Context: an optimization exercise on an open-source flow, tuned for small area, a short achievable clock period and few clock cycles per item. The choices shown serve that exercise and are no tape-out recipe. Only the layout flow was run in this run; the RTL was not checked for function there. Power is estimated from default activity; no workload was simulated.

## flow/config.mk

```make
export PLATFORM = sky130hd
export DESIGN_NAME = chunked_transition_lut_fsm
export DESIGN_NICKNAME = chunked_transition_lut_fsm
export VERILOG_FILES = /design/flow/design.v
export SDC_FILE = /design/flow/constraint.sdc
export NUM_CORES = 4
export LEC_CHECK = 0
export ABC_AREA = 1
export CAP_MARGIN = 20
export CORE_MARGIN = 2
export CORE_UTILIZATION = 45
export SETUP_SLACK_MARGIN = 3
export SLEW_MARGIN = 20
```

## flow/constraint.sdc

```tcl
create_clock -name core_clock -period 10.0 [get_ports {clk}]
set_input_delay 2.0000 -clock core_clock [delete_from_list [all_inputs] [get_ports {clk}]]
set_output_delay 2.0000 -clock core_clock [all_outputs]
set_load 0.01 [all_outputs]
```

## flow/design.v

```verilog
module chunked_transition_lut_fsm (
    input  wire         clk,
    input  wire         rst,
    input  wire         start,
    input  wire [15:0]  cmd,
    input  wire [63:0]  xin,
    input  wire [63:0]  yin,
    input  wire [127:0] hin,
    output wire         busy,
    output wire         done,
    output wire         fault,
    output wire [1:0]   cause,
    output wire [127:0] hout,
    output wire [63:0]  xout,
    output wire [63:0]  yout
);
    localparam integer K  = 16;            
    localparam integer LK = 4;             
    localparam integer NB = 64 / K;        
    localparam integer LB = 6 - LK;        
    wire       c_var   = cmd[12];
    wire       c_dir   = cmd[11];
    wire       c_auto  = cmd[10];
    wire [1:0] c_wsel  = cmd[9:8];
    wire [7:0] c_order = cmd[7:0];
    wire [7:0] w_bits    = 8'd8 << c_wsel;
    wire       illegal   = (cmd[15:13] != 3'd0) || (c_var && c_auto);
    wire       order_bad = !c_auto && (c_order > w_bits);
    wire       c_fault   = illegal | order_bad;
    wire [5:0] om1    = c_order[5:0] - 6'd1;
    wire [5:0] c_top  = c_auto ? (w_bits[6:0] - 7'd1) : om1;
    wire       c_none = !c_auto && (c_order[6:0] == 7'd0);
    wire [LB-1:0] c_b0 = c_top[5:LK];
    reg [127:0]   r;
    reg           act_r, done_r;
    reg [1:0]     cause_r;
    reg [LB-1:0]  blk;
    reg           first;
    reg [LK-1:0]  tpos;
    reg           var_r, dir_r;
    reg           su, sv;
    wire last = act_r && (blk == {LB{1'b0}});
    wire [2*K-1:0] bout;
    wire [127:0] res = {r[127:2*K], last ? bout : r[2*K-1:0]};
    assign busy  = act_r && !last;
    assign done  = done_r || last;
    assign cause = cause_r;
    assign fault = cause_r[0] | cause_r[1];
    assign hout  = res;
    genvar g;
    generate
        for (g = 0; g < 64; g = g + 1) begin : g_o
            assign xout[g] = res[2*g+1];
            assign yout[g] = res[2*g];
        end
    endgenerate
    wire [2*K-1:0] bin = r[2*K*blk +: 2*K];
    function [5:0] comp;    
        input [5:0] lo, hi;
        reg a00, a01, a10, a11, c00, c01, c10, c11;
        begin
            {a00, a01, a10, a11} = lo[5:2];
            {c00, c01, c10, c11} = hi[5:2];
            comp[5] = (a00 & c00) ^ (a01 & c10);
            comp[4] = (a00 & c01) ^ (a01 & c11);
            comp[3] = (a10 & c00) ^ (a11 & c10);
            comp[2] = (a10 & c01) ^ (a11 & c11);
            comp[1] = (a00 & hi[1]) ^ (a01 & hi[0]) ^ lo[1];
            comp[0] = (a10 & hi[1]) ^ (a11 & hi[0]) ^ lo[0];
        end
    endfunction
    reg  [K-1:0] la, lb;
    reg  [K-1:0] lpad;
    reg  [5:0]   lmap [0:K];      
    integer j;
    reg a, b, c, pad, top, low;
    always @(*) begin
        lmap[0] = {4'b0000, su, sv};
        for (j = K - 1; j >= 0; j = j - 1) begin
            pad = first && (j > tpos);
            top = first && (j == tpos) && var_r;
            low = var_r && !pad && !top;
            a = bin[2*j+1] ^ low;
            b = bin[2*j] ^ (low & dir_r);
            c = a ^ b;
            la[j] = a;
            lb[j] = b;
            lpad[j] = pad;
            if (pad)
                lmap[K-j] = 6'b100100;
            else if (top)
                lmap[K-j] = {4'b0000, a ^ dir_r, ~(a ^ dir_r)};
            else if (!dir_r)
                lmap[K-j] = {1'b1, c, ~c, 1'b1, c & a, ~c & ~a};
            else
                lmap[K-j] = {4'b1001, a & b, ~a & ~b};
        end
    end
    wire [5:0] e_m [0:K-1];
    genvar e2;
    generate
        for (e2 = 0; e2 < K; e2 = e2 + 1) begin : g_e
            assign e_m[e2] = lmap[e2];
        end
    endgenerate
    wire [5:0] bk1 = comp(e_m[1], e_m[0]);
    wire [5:0] bk2 = comp(e_m[3], e_m[2]);
    wire [5:0] bk3 = comp(e_m[5], e_m[4]);
    wire [5:0] bk4 = comp(e_m[7], e_m[6]);
    wire [5:0] bk5 = comp(e_m[9], e_m[8]);
    wire [5:0] bk6 = comp(e_m[11], e_m[10]);
    wire [5:0] bk7 = comp(e_m[13], e_m[12]);
    wire [5:0] bk8 = comp(e_m[15], e_m[14]);
    wire [5:0] bk9 = comp(bk2, bk1);
    wire [5:0] bk10 = comp(bk4, bk3);
    wire [5:0] bk11 = comp(bk6, bk5);
    wire [5:0] bk12 = comp(bk8, bk7);
    wire [5:0] bk13 = comp(bk10, bk9);
    wire [5:0] bk14 = comp(bk12, bk11);
    wire [5:0] bk15 = comp(bk14, bk13);
    wire [5:0] bk16 = comp(bk11, bk13);
    wire [5:0] bk17 = comp(bk3, bk9);
    wire [5:0] bk18 = comp(bk5, bk13);
    wire [5:0] bk19 = comp(bk7, bk16);
    wire [5:0] bk20 = comp(e_m[2], bk1);
    wire [5:0] bk21 = comp(e_m[4], bk9);
    wire [5:0] bk22 = comp(e_m[6], bk17);
    wire [5:0] bk23 = comp(e_m[8], bk13);
    wire [5:0] bk24 = comp(e_m[10], bk18);
    wire [5:0] bk25 = comp(e_m[12], bk16);
    wire [5:0] bk26 = comp(e_m[14], bk19);
    wire [5:0] pre [0:LK][0:K-1];
    assign pre[LK][0] = e_m[0];
    assign pre[LK][1] = bk1;
    assign pre[LK][2] = bk20;
    assign pre[LK][3] = bk9;
    assign pre[LK][4] = bk21;
    assign pre[LK][5] = bk17;
    assign pre[LK][6] = bk22;
    assign pre[LK][7] = bk13;
    assign pre[LK][8] = bk23;
    assign pre[LK][9] = bk18;
    assign pre[LK][10] = bk24;
    assign pre[LK][11] = bk16;
    assign pre[LK][12] = bk25;
    assign pre[LK][13] = bk19;
    assign pre[LK][14] = bk26;
    assign pre[LK][15] = bk15;
    reg  [2*K-1:0] bo;
    assign bout = bo;
    reg            nu, nv;
    reg u, v, sw;
    always @(*) begin
        for (j = K - 1; j >= 0; j = j - 1) begin
            u = pre[LK][K-1-j][1];
            v = pre[LK][K-1-j][0];
            a = la[j];
            b = lb[j];
            c = a ^ b;
            sw = u ^ v;
            if (lpad[j])
                bo[2*j +: 2] = 2'b00;
            else if (!dir_r)
                bo[2*j +: 2] = {a ^ (c ? v : u), c};
            else
                bo[2*j +: 2] = {(sw ? c : a) ^ u, (sw ? a : c) ^ u};
        end
    end
    wire [5:0] lastm = lmap[K];
    wire [1:0] s_in0 = pre[LK][K-1][1:0];
    always @(*) begin
        nu = (lastm[5] & s_in0[1]) ^ (lastm[4] & s_in0[0]) ^ lastm[1];
        nv = (lastm[3] & s_in0[1]) ^ (lastm[2] & s_in0[0]) ^ lastm[0];
    end
    wire launch = start && !busy;
    wire [NB-1:0] keep;
    generate
        for (g = 0; g < NB; g = g + 1) begin : g_keep
            assign keep[g] = !c_none && (g <= c_b0);
        end
    endgenerate
    integer i;
    always @(posedge clk) begin
        if (rst) begin
            act_r   <= 1'b0;
            done_r  <= 1'b0;
            cause_r <= 2'd0;
        end else if (launch) begin
            cause_r <= illegal ? 2'd1 : order_bad ? 2'd2 : 2'd0;
            act_r   <= !c_fault && !c_none;
            done_r  <= c_fault || c_none;
        end else if (last) begin
            act_r   <= 1'b0;
            done_r  <= 1'b1;
        end
        if (launch) begin
            for (i = 0; i < 64; i = i + 1) begin
                r[2*i+1] <= keep[i/K] & (c_dir ? hin[2*i+1] : xin[i]);
                r[2*i]   <= keep[i/K] & (c_dir ? hin[2*i]   : yin[i]);
            end
            blk   <= c_b0;
            first <= 1'b1;
            tpos  <= c_top[LK-1:0];
            var_r <= c_var;
            dir_r <= c_dir;
            su    <= 1'b0;
            sv    <= c_auto & c_order[0];
        end else if (act_r) begin
            r[2*K*blk +: 2*K] <= bout;
            blk   <= blk - 1'b1;
            first <= 1'b0;
            su    <= nu;
            sv    <= nv;
        end
    end
endmodule
```

## flow/flow/run.sh

```bash
#!/bin/bash
# Standard layout, with the port buffers made from the smallest buffer cell.
set -euo pipefail
export BUFFER_PORTS_ARGS="-buffer_cell sky130_fd_sc_hd__buf_1"
bash standard.sh > standard_flow.log 2>&1
```

## flow/standard.sh

```bash
#!/bin/bash
# synth_recipe.tcl (not shown) runs the flow's synth.tcl, then flattens the netlist and writes it again
# the make line also repeats each setting of config.mk as NAME=value (left out here)
make -C /OpenROAD-flow-scripts/flow DESIGN_CONFIG=/design/flow/config.mk WORK_HOME=/design/flow/orfs CLKGATE_MAP_FILE= SYNTH_SCRIPT=/design/flow/synth_recipe.tcl "${@:-finish}"
```

==> summary.txt <==
-- final cells by class --
| class | count | area (µm²) |
|---|---|---|
| Multi-Input combinational cell | 2136 | 12900 |
| Clock buffer | 17 | 425 |
| Timing Repair Buffer | 705 | 3640 |
| Tap cell | 532 | 666 |
| Sequential cell | 143 | 4240 |
| Clock inverter | 15 | 151 |
| Antenna cell | 4 | 10.0 |
| Inverter | 220 | 910 |
| Timing Repair inverter | 4 | 45.0 |
| Fill cell | 4055 | 17700 |
-- where the power goes --
group	switching (W)	internal [W]	total, W	leakage, nW
Clock	0.000310	0.000351	0.000661	0.273
Sequential	0.000132	0.000772	0.000904	1.43
Combinational	0.00274	0.00164	0.00438	8.36
-- metrics by stage --
step / hold slack (ns) / utilization (%) / instance area (µm²)
2_1_floorplan: 0.461 / - / 18400
3_3_place_gp: 0.491 / 46.4 / 18900
3_5_place_dp: 0.502 / 46.4 / 18900
4_1_cts: 0.520 / 52.6 / 21400
5_1_grt: 0.558 / 56.5 / 22900
6_report: 0.522 / 56.5 / 23000
-- placed cells by master (no fill, tap or decap), types with 9 or more instances in the layout --
cell       count
mux2i_1       74
xor2_2        18
nand3_2       49
o22ai_1       28
a21oi_2       18
inv_2         23
a22oi_1       17
nor2_4        25
a31oi_1       29
or2_2          9
buf_6         21
o32ai_1       10
edfxtp_1     137
a21oi_1       84
xnor2_2       26
inv_1        184
nor2_1       175
o21ai_2       23
xor2_1        44
buf_2         14
o2111ai_1     12
o21ai_4        9
nor3_1        13
nand4_1       21
nand2_2      135
buf_12        10
buf_1        514
xnor2_1       15
clkbuf_16     18
nand3_4       14
nand2_1      727
buf_4        137
nand2_4       45
o21ai_1       38
o21ai_0      214
nand3_1      134
nor2_2        32
-- sequential cells by signal, indices dropped and copies added (netlist names) --
register  cells
first         1
tpos          4
sv            1
var_r         1
done_r        1
blk           2
dir_r         1
act_r         1
su            1
r           128
cause_r       2
-- final timing paths --
path                           start                      end  cells past startpoint
max                 blk[1]$_DFFE_PP_                  xout[8]                     29
min          cause_r[1]$_SDFFE_PP0P_  cause_r[1]$_SDFFE_PP0P_                      2
max reg2reg         blk[0]$_DFFE_PP_          r[38]$_DFFE_PP_                     43
min reg2reg  cause_r[1]$_SDFFE_PP0P_  cause_r[1]$_SDFFE_PP0P_                      2
-- what timing repair did --
item,in CTS,in global routing
endpoints found under the setup margin,48,42
cloned,7,1
resized for setup,278,283
pin swaps,73,144
hold endpoints to repair,0,0
buffers inserted,98,47
-- cell families after synthesis --
| family | after synthesis | share of synthesized area (%) |
|---|---|---|
| and+or+nand+nor | 1410 | 32.3 |
| xor gates and xnor gates | 113 | 5.91 |
| buffers and inverters | 570 | 17.7 |
| AOI/OAI and AO/OA | 529 | 16.4 |
| DFF | 143 | 23.0 |
| adders and majority gates | 9 | 0.612 |
| muxes | 74 | 4.02 |
-- critical path: cells and delay by family (launching register included) --
family          cells  cell delay [ns]
simple gates       17             1.79
xor+xnor            1             0.18
buf+inv             8             1.07
flops               1             0.51
compound gates      3             1.10
-- per-layer routing --
metal / up-vias / GRT usage, % / wire length [µm] / share of wire, %
li1: 10000 / - / - / -
met1: 10400 / 53.2 / 34800 / 42
met2: 1375 / 54.7 / 36200 / 44
met3: 154 / 7.54 / 9550 / 11
met4: 2 / 10.9 / 2480 / 3.0
met5: - / 0 / 13 / 0.016
==> impl_metrics.tcl <==
set metrics [dict create \
    achievable-frequency_mhz 140 \
    yosysSeqAreaShare_pct 23.0 \
    ff2ff_setup_slack_ns 4.72 \
    yosys_register_bits 143 \
    dpl.hpwl_mm 60.2 \
    synth-edff-count 137 \
    synth_top_cells_by_count "865 x nand2_1, 250 x o21ai_0, 236 x buf_4, 213 x nor2_1, 197 x inv_1" \
    number_of_cell_rows 74 \
    maximum_fanout_along_the_worst_path 18 \
    outcome "timing/DRC/antenna clean" \
    tritoncts_num_sinks 143 \
    rsz_0062_raised_after_global_routing "true" \
    cts_stage_hold_buffer_count 0 \
    mappedNetlistArea_um2 18400 \
    number_of_primary_i_o_pins 536 \
    post_synth.cell_area_avg_um2 6.46 \
    number_of_distinct_library_cells_after_synthesis 64 \
    final-setup-viol-count 0 \
    setup_ws_ns 2.85 \
    clock_tree_from_tritoncts "done" \
    tightest_slew_ns 1.08 \
    worst_slew_margin_rel_pct 27.8 \
    crit_slowest_cell "o21ai_0" \
    clock_insertion_delay_worst_skew_ns 0.45 \
    holdCritPathClass "reg2reg" \
    timing_hold_violations_final 0 \
    cp_peak_stage_delay_ns 0.81 \
    finalNetCount 3511 \
    root_buffer "clkbuf_16" \
    crit_path_start_kind "flip-flop" \
    power.density_nw_per_um2 259 \
    mappedNetlistNets 3132 \
    htree_num_levels 4 \
    finalMaxSlewViolations 0 \
    post_synth_main_area_contributors "edfxtp_1 22%, nand2_1 18%, buf_4 9.6%, o21ai_0 6.8%, nand3_1 5.2%" \
    most_frequent_cell_after_synthesis "nand2_1" \
    grt_use_total_pct 36.7 \
    cts_inserted_buffers 17 \
    totalNegativeSetupSlack_ns 0 \
    fin_crit_ns 7.15 \
    synthToLayoutAreaGrowth_pct 24.7 \
    synthesis.instances 2848 \
    leakage_nw 10.1 \
    clk_path_buf_depth 2 \
    die_width_um 206 \
    port-buffer-count 535 \
    finClkSkew_ns 0.0132 \
    final_cell_count_no_fill 3776 \
    max_capacitance_violation_count 0 \
    timing_worst_setup_path_type "reg2out" \
    detail_route.vias_per_cell 5.80 \
    initial_core_util_pct 45.3 \
    vdd_ir_drop_max_uv 421 \
    grt_start_max_net_pins 73 \
    drt_pass1_iterations 6 \
    dr.first_iter.drc_count 2657 \
    die-area_um2 42500 \
    final_total_pwr_w 0.00594 \
    dominantRegCellSynth "edfxtp_1" \
    drt_drc_violations_left 0 \
    critPathMostFrequentCell "nand2_2" \
    antenna_found_initial 4 \
    dp_worst_setup_slack_ns 1.82 \
    floorplan.die.height_um 206 \
    cp-end-kind "primary output" \
    fraction_of_layout_cells_with_a_size_suffix_above_1_pct 21.6 \
    finalCritPeriodShare_pct 71.5 \
    gpl.final_weighted_congestion 0.976 \
    wire_per_inst_um 22.0 \
    netlist.top_cell.by_area "edfxtp_1" \
    placed_cells 3586 \
    grt_first_pass_wirelength_mm 118 \
    grt_pass1_vias 19200 \
    grt_remaining_overflow 0 \
    worstPathArrival_ns 5.15 \
    fp.coreArea_um2 40600 \
    route.final.wire_length_mm 83.1 \
    cp_data_required_time_ns 8.00 \
    detail-route-antenna-nets 0 \
    yosys_warnings 3 \
    synth-async-reset-ratio_pct 0 \
    share_of_yosys_cell_area_claimed_by_the_top_area_cell_type_pct 22.3 \
    dr_total_vias 21900 \
    clkSlewWorstSetupHoldPaths_ns 0.07 \
]

## separate check: timing with driven ports
No port has a modelled driver above. Below, the same layout with a new extraction and two added sets of constraints.
Step 1: set_driving_cell puts a clkbuf_16 on clk and a buf_2 on each other input, an assumption about the parent block.
Step 2, shift: input delay + t, output delay - t, t = (earliest + latest rising clock arrival at the registers) / 2. This alone moves slack from input paths to output paths.
Three values: ideal, step 1, step 2; two values: the first two.
t (ns): 0.498
slack for setup (ns): 2.855 / 2.800 / 3.298
worst data-port slew with drivers (ns): 0.12
cell pins on the clock port's net: 1
After both steps this run still meets setup and hold. For this run, drivers alone change the setup slack by -0.055 ns; drivers and shift together by +0.443 ns.
